Context: an optimization exercise on an open-source flow, tuned for small area and a short achievable clock period. The choices shown serve that exercise and are no tape-out recipe.
Only simulation tests tie the RTL to the original design; equivalence was not proved.

==> exp/willow <==
==> flow/design.v (excerpt) <==
module rbc_ring_calc (
    input  wire        clk,
    input  wire        rst,
    input  wire        in_valid,
    output wire        in_ready,
    input  wire [31:0] in_cmd,        
    input  wire [31:0] in_arg0,       
    input  wire [31:0] in_arg1,       
    input  wire [31:0] in_arg2,       
    input  wire        in_bound,      
    input  wire        in_grant,      
    input  wire        in_role,       
    input  wire [3:0]  in_kind,       
    input  wire [31:0] in_slots,      
    input  wire [31:0] in_base,       
    input  wire [31:0] in_grant_wr,   
    input  wire [31:0] in_grant_n,    
    input  wire [31:0] in_rd,
    input  wire [31:0] in_wr,
    output reg         out_valid,
    input  wire        out_ready,
    output wire [3:0]  out_err,       
    output wire [31:0] out_info,      
    output wire [31:0] out_res0,      
    output wire [31:0] out_res1,
    output wire [31:0] out_res2,
    output wire [31:0] out_first,     
    output wire [31:0] out_second,    
    output wire [31:0] out_addr0,
    output wire [31:0] out_addr1,
    output wire [31:0] out_addr2,
    output wire        out_store,     
    output wire [31:0] out_store_val  
);
  ...
clock: 30.0 ns
lec_check: 0
abc_area: 1
cap_margin: 40
core_margin: 2
core_utilization: 50
slew_margin: 40
standard.sh (not shown) runs the stock make flow with config.mk's settings and CLKGATE_MAP_FILE= SYNTH_SCRIPT=/design/flow/synth_recipe.tcl, a recipe that flattens the netlist after the stock synthesis.
==> flow/flow/run.sh <==
#!/bin/bash
set -euo pipefail
export BUFFER_PORTS_ARGS="-buffer_cell sky130_fd_sc_hd__buf_1"
export SETUP_SLACK_MARGIN=17.6
export SKIP_GATE_CLONING=1
bash standard.sh > standard_flow.log 2>&1
==> exp/umber (differences from exp/willow) <==
==> flow/flow/run.sh (replaced) <==
#!/bin/bash
set -euo pipefail
export BUFFER_PORTS_ARGS="-buffer_cell sky130_fd_sc_hd__buf_1"
export SETUP_SLACK_MARGIN=17.5
bash standard.sh > standard_flow.log 2>&1
CAP_MARGIN = 20   (was 40)
CORE_UTILIZATION = 40   (was 50)
SLEW_MARGIN = 20   (was 40)
==> exp/nickel (differences from exp/willow) <==
--- a/flow/design.v
+++ b/flow/design.v
@@ -80,19 +80,22 @@
                  (op_commit & (in_cmd[23:17] == 7'd0) & z15);
     wire ob4 = opc[4], ob2 = opc[2], ob1 = opc[1], ob0 = opc[0];
     wire [1:0] re = esize_log2(in_kind);    
     wire [1:0] ce = esize_log2(c_kind);     
     wire        use_w = ob4 ? ~ob0 : (ob2 & ~(ob1 & ~ob0));    
     wire [31:0] iy    = use_w ? in_wr : in_rd;     
-    wire [31:0] d1;
-    wire        av0_c;                               
-    rbc_add #(32) u_d1 (.a(in_wr), .b(~in_rd), .ci(1'b1), .s(d1), .co(av0_c));
-    wire        add_s = op_cap | (av0_c ^ ~use_w);
-    wire [31:0] av_a  = (d1 ^ {32{use_w}}) | {32{op_cap}};
-    wire [31:0] avail;
-    rbc_add #(32) u_av (.a(av_a), .b(in_slots & {32{add_s}}), .ci(1'b0), .s(avail), .co());
+    wire        x_rd  = ob4 ? ~ob0 : (ob2 & ~(ob1 ^ ob0));     
+    wire [31:0] ix    = x_rd ? in_rd : in_wr;      
+    wire [31:0] av0;
+    wire        av0_c;
+    rbc_add #(32) u_av0 (.a(ix), .b(~iy), .ci(~use_w), .s(av0), .co(av0_c));
+    wire [31:0] cs_s = ix ^ ~iy ^ in_slots;
+    wire [31:0] cs_c = (ix & ~iy) | (ix & in_slots) | (~iy & in_slots);
+    wire [31:0] av1;
+    rbc_add #(32) u_av1 (.a(cs_s), .b({cs_c[30:0], ~use_w}), .ci(1'b0), .s(av1), .co());
+    wire [31:0] avail   = av0_c ? av0 : av1;
     wire        av_zero = (avail == 32'd0);              
     wire rd_bad, wr_bad;                                 
     rbc_ge #(32) u_rdc (.a(in_rd), .b(in_slots), .ge(rd_bad));
     rbc_ge #(32) u_wrc (.a(in_wr), .b(in_slots), .ge(wr_bad));
     wire        req_a0   = ob1 & ~(ob0 & c_dflt);          
     wire        req_gn   = ob1 & ob0 & c_dflt;             
@@ -120,27 +123,27 @@
     wire [31:0] sec_req = t_ge ? ts[31:0] : 32'd0;
     wire        rd_zero = (in_rd == 32'd0);
     wire [31:0] dm_in   = op_pop ? in_wr : (rd_zero ? in_slots : in_rd);
     wire [31:0] dm_or;
     rbc_por #(32) u_dmo (.a(dm_in), .o(dm_or));
     wire [31:0] adv_av  = dm_in ^ ({32{~op_pop}} & ~{dm_or[30:0], 1'b0});
-    wire        sec_on  = (op_pop ? ~av0_c : av0_c) & (op_pop | ~rd_zero);
+    wire        sec_on  = ~av0_c & (op_pop | ~rd_zero);
     wire [31:0] sec_av  = sec_on ? adv_av : 32'd0;
     wire [31:0] xfer_sec = req_lt ? sec_req : sec_av;
     wire [31:0] slot_off = iy << re;
     wire [28:0] slot_hi;
-    rbc_addb #(29) u_slot (.a(in_base[31:3]), .b(slot_off[31:3]), .ci(1'b1), .s(slot_hi), .co());
+    rbc_add #(29) u_slot (.a(in_base[31:3]), .b(slot_off[31:3]), .ci(1'b1), .s(slot_hi), .co());
     wire [31:0] slot_addr = {slot_hi, slot_off[2:0]};
     wire [1:0]  sh   = ob4 ? (ob1 ? 2'd0 : re) : (ob1 ? ce : 2'd0);
     wire [31:0] a0   = ob1 ? (ob4 ? in_base : 32'd8) : in_arg0;
     wire [31:0] a2   = ob4 ? (ob1 ? 32'd8 : in_arg2) : {31'd0, ob1};
     wire [31:0] ls   = (~ob4 & ob1) ? in_arg0 : in_arg1;
     wire [35:0] wsh  = {4'd0, a2} << sh;
     wire [34:0] lsh  = {3'd0, ls} << sh;
     wire [35:0] wsum;
-    rbc_addb #(36) u_w (.a({4'd0, a0}), .b(wsh), .ci(1'b0), .s(wsum), .co());
+    rbc_add #(36) u_w (.a({4'd0, a0}), .b(wsh), .ci(1'b0), .s(wsum), .co());
     wire [36:0] zc_a = {5'd0, a0};
     wire [36:0] zc_b = {1'b0, wsh};
     wire [36:0] zc_l = {2'd0, lsh};
     wire [36:0] zc_s = zc_a ^ zc_b ^ zc_l;
     wire [36:0] zc_c = (zc_a & zc_b) | (zc_a & zc_l) | (zc_b & zc_l);
     wire [36:0] zsum;
@@ -375,49 +378,6 @@
                 G[i] = G[i] | (T[i] & G[i - d]);
                 T[i] = T[i] & T[i - d];
             end
     end
     assign ge = G[W-1];
 endmodule
-module rbc_addb #(parameter W = 32) (
-    input  wire [W-1:0] a,
-    input  wire [W-1:0] b,
-    input  wire         ci,
-    output wire [W-1:0] s,
-    output wire         co
-);
-    localparam integer NB = (W + 3) / 4;
-    localparam integer WP = NB * 4;
-    localparam integer DS = (NB > 32) ? 16 : (NB > 16) ? 8 : (NB > 8) ? 4 : (NB > 4) ? 2 : 1;
-    wire [WP-1:0] ax = {{(WP-W){1'b0}}, a};
-    wire [WP-1:0] bx = {{(WP-W){1'b0}}, b};
-    reg  [WP-1:0] g, p, c;
-    reg  [NB-1:0] BG, BP;
-    integer i, k, d;
-    always @(*) begin
-        g = ax & bx;
-        p = ax ^ bx;
-        for (k = 0; k < NB; k = k + 1) begin
-            BG[k] = g[4*k+3] | (p[4*k+3] & (g[4*k+2] | (p[4*k+2] & (g[4*k+1] | (p[4*k+1] & g[4*k])))));
-            BP[k] = p[4*k+3] & p[4*k+2] & p[4*k+1] & p[4*k];
-        end
-        BG[0] = BG[0] | (BP[0] & ci);
-        for (d = 1; d < NB; d = d * 2)
-            for (i = 2 * d - 1; i < NB; i = i + 2 * d) begin
-                BG[i] = BG[i] | (BP[i] & BG[i - d]);
-                BP[i] = BP[i] & BP[i - d];
-            end
-        for (d = DS; d >= 1; d = d / 2)
-            for (i = 3 * d - 1; i < NB; i = i + 2 * d) begin
-                BG[i] = BG[i] | (BP[i] & BG[i - d]);
-                BP[i] = BP[i] & BP[i - d];
-            end
-        for (k = 0; k < NB; k = k + 1) begin
-            c[4*k]   = (k == 0) ? ci : BG[(k == 0) ? 0 : k - 1];
-            c[4*k+1] = g[4*k]   | (p[4*k]   & c[4*k]);
-            c[4*k+2] = g[4*k+1] | (p[4*k+1] & c[4*k+1]);
-            c[4*k+3] = g[4*k+2] | (p[4*k+2] & c[4*k+2]);
-        end
-    end
-    assign s  = p[W-1:0] ^ c[W-1:0];
-    assign co = (W == WP) ? BG[NB-1] : c[W];
-endmodule
==> flow/flow/run.sh (replaced) <==
#!/bin/bash
set -euo pipefail
export BUFFER_PORTS_ARGS="-buffer_cell sky130_fd_sc_hd__buf_1"
export SETUP_SLACK_MARGIN=16
bash standard.sh > standard_flow.log 2>&1
CAP_MARGIN = 20   (was 40)
SLEW_MARGIN = 20   (was 40)
==> exp/fjord (differences from exp/willow) <==
--- a/flow/design.v
+++ b/flow/design.v
@@ -80,31 +80,36 @@
                  (op_commit & (in_cmd[23:17] == 7'd0) & z15);
     wire ob4 = opc[4], ob2 = opc[2], ob1 = opc[1], ob0 = opc[0];
     wire [1:0] re = esize_log2(in_kind);    
     wire [1:0] ce = esize_log2(c_kind);     
     wire        use_w = ob4 ? ~ob0 : (ob2 & ~(ob1 & ~ob0));    
     wire [31:0] iy    = use_w ? in_wr : in_rd;     
-    wire [31:0] d1;
-    wire        av0_c;                               
-    rbc_add #(32) u_d1 (.a(in_wr), .b(~in_rd), .ci(1'b1), .s(d1), .co(av0_c));
-    wire        add_s = op_cap | (av0_c ^ ~use_w);
-    wire [31:0] av_a  = (d1 ^ {32{use_w}}) | {32{op_cap}};
-    wire [31:0] avail;
-    rbc_add #(32) u_av (.a(av_a), .b(in_slots & {32{add_s}}), .ci(1'b0), .s(avail), .co());
+    wire        x_rd  = ob4 ? ~ob0 : (ob2 & ~(ob1 ^ ob0));     
+    wire [31:0] ix    = x_rd ? in_rd : in_wr;      
+    wire [31:0] av0;
+    wire        av0_c;
+    rbc_add #(32) u_av0 (.a(ix), .b(~iy), .ci(~use_w), .s(av0), .co(av0_c));
+    wire [31:0] cs_s = ix ^ ~iy ^ in_slots;
+    wire [31:0] cs_c = (ix & ~iy) | (ix & in_slots) | (~iy & in_slots);
+    wire [31:0] av1;
+    rbc_add #(32) u_av1 (.a(cs_s), .b({cs_c[30:0], ~use_w}), .ci(1'b0), .s(av1), .co());
+    wire [31:0] avail   = av0_c ? av0 : av1;
     wire        av_zero = (avail == 32'd0);              
-    wire rd_bad, wr_bad;                                 
-    rbc_ge #(32) u_rdc (.a(in_rd), .b(in_slots), .ge(rd_bad));
-    rbc_ge #(32) u_wrc (.a(in_wr), .b(in_slots), .ge(wr_bad));
+    wire rd_ok, wr_ok;                                   
+    rbc_add #(32) u_rdc (.a(in_slots), .b(~in_rd), .ci(1'b0), .s(), .co(rd_ok));
+    rbc_add #(32) u_wrc (.a(in_slots), .b(~in_wr), .ci(1'b0), .s(), .co(wr_ok));
+    wire rd_bad = ~rd_ok;
+    wire wr_bad = ~wr_ok;
     wire        req_a0   = ob1 & ~(ob0 & c_dflt);          
     wire        req_gn   = ob1 & ob0 & c_dflt;             
     wire [31:0] req      = req_a0 ? in_arg0 : (req_gn ? in_grant_n : in_arg1);
     wire        req_ge;
-    rbc_ge #(32) u_req (.a(req), .b(avail), .ge(req_ge));
+    rbc_add #(32) u_req (.a(req), .b(~avail), .ci(1'b1), .s(), .co(req_ge));
     wire        req_lt   = ~req_ge;
     wire        commit_ok;                               
-    rbc_ge #(32) u_cmt (.a(in_grant_n), .b(in_arg0), .ge(commit_ok));
+    rbc_add #(32) u_cmt (.a(in_grant_n), .b(~in_arg0), .ci(1'b1), .s(), .co(commit_ok));
     wire [31:0] bind_nsh = in_arg1 >> ce;
     wire [31:0] bind_neg = ~(32'd8 >> ce);
     wire [31:0] pa = ~ob4 ? bind_nsh : ((ob1 & ob0) ? in_grant_wr : iy);
     wire [31:0] pb = ~ob4 ? bind_neg : req;
     wire [31:0] so = ~ob4 ? 32'hFFFF_FFFF : in_slots;
     wire [31:0] ps;
@@ -120,27 +125,27 @@
     wire [31:0] sec_req = t_ge ? ts[31:0] : 32'd0;
     wire        rd_zero = (in_rd == 32'd0);
     wire [31:0] dm_in   = op_pop ? in_wr : (rd_zero ? in_slots : in_rd);
     wire [31:0] dm_or;
     rbc_por #(32) u_dmo (.a(dm_in), .o(dm_or));
     wire [31:0] adv_av  = dm_in ^ ({32{~op_pop}} & ~{dm_or[30:0], 1'b0});
-    wire        sec_on  = (op_pop ? ~av0_c : av0_c) & (op_pop | ~rd_zero);
+    wire        sec_on  = ~av0_c & (op_pop | ~rd_zero);
     wire [31:0] sec_av  = sec_on ? adv_av : 32'd0;
     wire [31:0] xfer_sec = req_lt ? sec_req : sec_av;
     wire [31:0] slot_off = iy << re;
     wire [28:0] slot_hi;
-    rbc_addb #(29) u_slot (.a(in_base[31:3]), .b(slot_off[31:3]), .ci(1'b1), .s(slot_hi), .co());
+    rbc_add #(29) u_slot (.a(in_base[31:3]), .b(slot_off[31:3]), .ci(1'b1), .s(slot_hi), .co());
     wire [31:0] slot_addr = {slot_hi, slot_off[2:0]};
     wire [1:0]  sh   = ob4 ? (ob1 ? 2'd0 : re) : (ob1 ? ce : 2'd0);
     wire [31:0] a0   = ob1 ? (ob4 ? in_base : 32'd8) : in_arg0;
     wire [31:0] a2   = ob4 ? (ob1 ? 32'd8 : in_arg2) : {31'd0, ob1};
     wire [31:0] ls   = (~ob4 & ob1) ? in_arg0 : in_arg1;
     wire [35:0] wsh  = {4'd0, a2} << sh;
     wire [34:0] lsh  = {3'd0, ls} << sh;
     wire [35:0] wsum;
-    rbc_addb #(36) u_w (.a({4'd0, a0}), .b(wsh), .ci(1'b0), .s(wsum), .co());
+    rbc_add #(36) u_w (.a({4'd0, a0}), .b(wsh), .ci(1'b0), .s(wsum), .co());
     wire [36:0] zc_a = {5'd0, a0};
     wire [36:0] zc_b = {1'b0, wsh};
     wire [36:0] zc_l = {2'd0, lsh};
     wire [36:0] zc_s = zc_a ^ zc_b ^ zc_l;
     wire [36:0] zc_c = (zc_a & zc_b) | (zc_a & zc_l) | (zc_b & zc_l);
     wire [36:0] zsum;
@@ -254,30 +259,29 @@
             n_x0 = xfer_n;
     end
     wire [31:0] n_x1 = ob4 ? xfer_sec : {21'd0, c_role, c_proto, bind_esz, c_kind};
     wire [31:0] n_x4 = (ob1 & ~ob0 & ob4) ? in_wr :
                        ((req_lt | ~ob4 | ob1) ? mod_req : adv_av);
     wire        n_store = ok & (op_bind ? c_init : (op_commit | (op_pp & ~av_zero)));
-    assign in_ready = out_ready;
-    wire   load     = out_ready | ~out_valid;
+    assign in_ready = !out_valid || out_ready;
     reg [3:0]  r_err;
     reg [31:0] x0, x1, x2, x3, x4;
     reg        r_store;
     reg        k_pp;       
     reg        k_acq;      
     reg        k_bind;     
     reg [1:0]  r_e;        
     always @(posedge clk) begin
         if (rst) begin
             out_valid <= 1'b0;
-        end else if (load) begin
-            out_valid <= in_valid & out_ready;
+        end else if (in_ready) begin
+            out_valid <= in_valid;
         end
     end
     always @(posedge clk) begin
-        if (load) begin
+        if (in_ready) begin
             r_err   <= n_err;
             x0      <= n_x0;
             x1      <= n_x1;
             x2      <= slot_addr;
             x3      <= wsum[31:0];
             x4      <= n_x4;
@@ -350,74 +354,6 @@
                 o[i] = o[i] | o[i - d];
         for (d = DS; d >= 1; d = d / 2)
             for (i = 3 * d - 1; i < W; i = i + 2 * d)
                 o[i] = o[i] | o[i - d];
     end
 endmodule
-module rbc_ge #(parameter W = 32) (
-    input  wire [W-1:0] a,
-    input  wire [W-1:0] b,
-    output wire         ge
-);
-    localparam integer DS = (W > 32) ? 16 : (W > 16) ? 8 : (W > 8) ? 4 : (W > 4) ? 2 : 1;
-    reg [W-1:0] G, T;
-    integer i, d;
-    always @(*) begin
-        G = a & ~b;              
-        T = a | ~b;              
-        G[0] = T[0];             
-        for (d = 1; d < W; d = d * 2)
-            for (i = 2 * d - 1; i < W; i = i + 2 * d) begin
-                G[i] = G[i] | (T[i] & G[i - d]);
-                T[i] = T[i] & T[i - d];
-            end
-        for (d = DS; d >= 1; d = d / 2)
-            for (i = 3 * d - 1; i < W; i = i + 2 * d) begin
-                G[i] = G[i] | (T[i] & G[i - d]);
-                T[i] = T[i] & T[i - d];
-            end
-    end
-    assign ge = G[W-1];
-endmodule
-module rbc_addb #(parameter W = 32) (
-    input  wire [W-1:0] a,
-    input  wire [W-1:0] b,
-    input  wire         ci,
-    output wire [W-1:0] s,
-    output wire         co
-);
-    localparam integer NB = (W + 3) / 4;
-    localparam integer WP = NB * 4;
-    localparam integer DS = (NB > 32) ? 16 : (NB > 16) ? 8 : (NB > 8) ? 4 : (NB > 4) ? 2 : 1;
-    wire [WP-1:0] ax = {{(WP-W){1'b0}}, a};
-    wire [WP-1:0] bx = {{(WP-W){1'b0}}, b};
-    reg  [WP-1:0] g, p, c;
-    reg  [NB-1:0] BG, BP;
-    integer i, k, d;
-    always @(*) begin
-        g = ax & bx;
-        p = ax ^ bx;
-        for (k = 0; k < NB; k = k + 1) begin
-            BG[k] = g[4*k+3] | (p[4*k+3] & (g[4*k+2] | (p[4*k+2] & (g[4*k+1] | (p[4*k+1] & g[4*k])))));
-            BP[k] = p[4*k+3] & p[4*k+2] & p[4*k+1] & p[4*k];
-        end
-        BG[0] = BG[0] | (BP[0] & ci);
-        for (d = 1; d < NB; d = d * 2)
-            for (i = 2 * d - 1; i < NB; i = i + 2 * d) begin
-                BG[i] = BG[i] | (BP[i] & BG[i - d]);
-                BP[i] = BP[i] & BP[i - d];
-            end
-        for (d = DS; d >= 1; d = d / 2)
-            for (i = 3 * d - 1; i < NB; i = i + 2 * d) begin
-                BG[i] = BG[i] | (BP[i] & BG[i - d]);
-                BP[i] = BP[i] & BP[i - d];
-            end
-        for (k = 0; k < NB; k = k + 1) begin
-            c[4*k]   = (k == 0) ? ci : BG[(k == 0) ? 0 : k - 1];
-            c[4*k+1] = g[4*k]   | (p[4*k]   & c[4*k]);
-            c[4*k+2] = g[4*k+1] | (p[4*k+1] & c[4*k+1]);
-            c[4*k+3] = g[4*k+2] | (p[4*k+2] & c[4*k+2]);
-        end
-    end
-    assign s  = p[W-1:0] ^ c[W-1:0];
-    assign co = (W == WP) ? BG[NB-1] : c[W];
-endmodule
==> flow/run.sh (new file) <==
#!/bin/bash
# synth_recipe.tcl (not shown) runs the flow's synth.tcl, then flattens the netlist and writes it again
# the make line also repeats each setting of config.mk as NAME=value (left out here)
make -C /OpenROAD-flow-scripts/flow DESIGN_CONFIG=/design/flow/config.mk WORK_HOME=/design/flow/orfs CLKGATE_MAP_FILE= SYNTH_SCRIPT=/design/flow/synth_recipe.tcl finish
ABC_AREA = not set   (was 1)
CAP_MARGIN = 20   (was 40)
CORE_UTILIZATION = 60   (was 50)
SLEW_MARGIN = 20   (was 40)
removed: flow/flow/run.sh
removed: flow/standard.sh
==> impl_metrics.yaml <==
run_status:
  status: "complete, but fails checks"
  violations: "capacitance limit, slew limit"
critical_path:
  critPathLaunch: "in_cmd[25]"
  critical_path.max_fanout: 24
  path_depth: 49
  rr_worst_depth: 2
detailed_routing:
  first_iter_violations: 6409
timing:
  report.final.slew_viol_count: 21
  fin_hold_ws_ns: 1.19
floorplan:
  dieArea_sq_mm: 0.0950
global_routing:
  grt_use_total: 0.459
  grt_max_degree: 79
finish:
  sh_seq_area: 0.115
place:
  placed_area_sq_mm: 0.0404
synth:
  synth_top_family_by_area: "simple AND/OR/NAND/NOR gates"
  synth_xor_area_frac: 0.0300
power_and_ir_drop:
  p_int_uw: 1130
flow_run:
  max_cap_viol_count: 1
# the run above: exp/umber

==> impl_metrics.yaml <==
global_routing:
  grt_use_total: 0.521
  grt_max_degree: 77
synth:
  synth_top_family_by_area: "simple AND/OR/NAND/NOR gates"
finish:
  sh_seq_area: 0.117
critical_path:
  critPathLaunch: "in_wr[7]"
  rr_worst_depth: 4
detailed_routing:
  first_iter_violations: 7430
floorplan:
  dieArea_sq_mm: 0.0763
run_status:
  status: "complete, no violations"
place:
  placed_area_sq_mm: 0.0402
timing:
  report.final.slew_viol_count: 0
# the run above: exp/willow

==> impl_metrics.yaml <==
timing:
  report.final.slew_viol_count: 0
  fin_hold_ws_ns: 1.06
  fin_ws_ns: 16.15
global_routing:
  grt_max_degree: 85
  grt_use_total: 0.534
synth:
  synth_flop_cell: "edfxtp_1"
  synth_xor_area_frac: 0.0353
  synth_top_family_by_area: "simple AND/OR/NAND/NOR gates"
place:
  placed_area_sq_mm: 0.0404
critical_path:
  path_depth: 29
  critPathLaunch: "in_cmd[25]"
  cp-start-kind: "input pin"
  rr_worst_depth: 2
  critical_path.max_fanout: 44
finish:
  sh_seq_area: 0.123
  signal_buffers: 709
  seq_area_sq_mm: 0.00512
floorplan:
  dieArea_sq_mm: 0.0771
run_status:
  status: "complete, no violations"
flow_run:
  max_cap_viol_count: 0
power_and_ir_drop:
  p_int_uw: 1100
# the run above: exp/nickel

==> impl_metrics.yaml <==
run_status:
  status: "complete, no violations"
synth:
  synth_top_family_by_area: "adder cells"
flow_run:
  max_cap_viol_count: 0
floorplan:
  die_x_microns: 254
  dieArea_sq_mm: 0.0647
place:
  placed_area_sq_mm: 0.0446
critical_path:
  rr_worst_depth: 3
  critical_path.max_fanout: 52
  path_depth: 37
global_routing:
  grt_max_degree: 70
power_and_ir_drop:
  p_int_uw: 1280
timing:
  report.final.slew_viol_count: 0
  fin_hold_ws_ns: 1.24
finish:
  sh_seq_area: 0.113
cts:
  h-tree-depth: 4
detailed_routing:
  first_iter_violations: 8245
# the run above: exp/fjord

## afterwards: timing with drivers on the ports
In the flow no input, the clock included, has a driving cell. The finished layouts below were timed again as built, in two steps.
Step 1 (the two cells are an assumption about what drives the block):
set clk [get_ports {clk}]
set_driving_cell -lib_cell sky130_fd_sc_hd__clkbuf_16 $clk
set_driving_cell -lib_cell sky130_fd_sc_hd__buf_2 [delete_from_list [all_inputs] $clk]
Step 2, shift: input delay + t, output delay - t, t = (earliest + latest rising clock arrival at the registers) / 2. This alone moves slack from input paths to output paths.
Slacks: ideal / step 1 / step 2; pairs: ideal / step 1.
| run | shift t [ns] | setup WS [ns] | hold WS [ns] | worst register clock-pin slew, ns |
|---|---|---|---|---|
| exp/willow | 0.592 | 17.540 / 17.583 / 16.991 | 0.925 / 0.925 / 0.925 | 0.10 / 0.10 |
| exp/umber | 0.619 | 17.679 / 17.531 / 16.911 | 1.188 / 1.188 / 1.188 | 0.11 / 0.11 |
| exp/nickel | 0.613 | 16.148 / 16.193 / 15.581 | 1.060 / 1.060 / 1.060 | 0.12 / 0.12 |
| exp/fjord | 0.577 | 13.409 / 13.451 / 12.875 | 1.236 / 1.236 / 1.236 | 0.10 / 0.10 |
For exp/umber, which loses most, drivers alone change the setup slack by -0.148 ns; drivers and shift together by -0.768 ns.
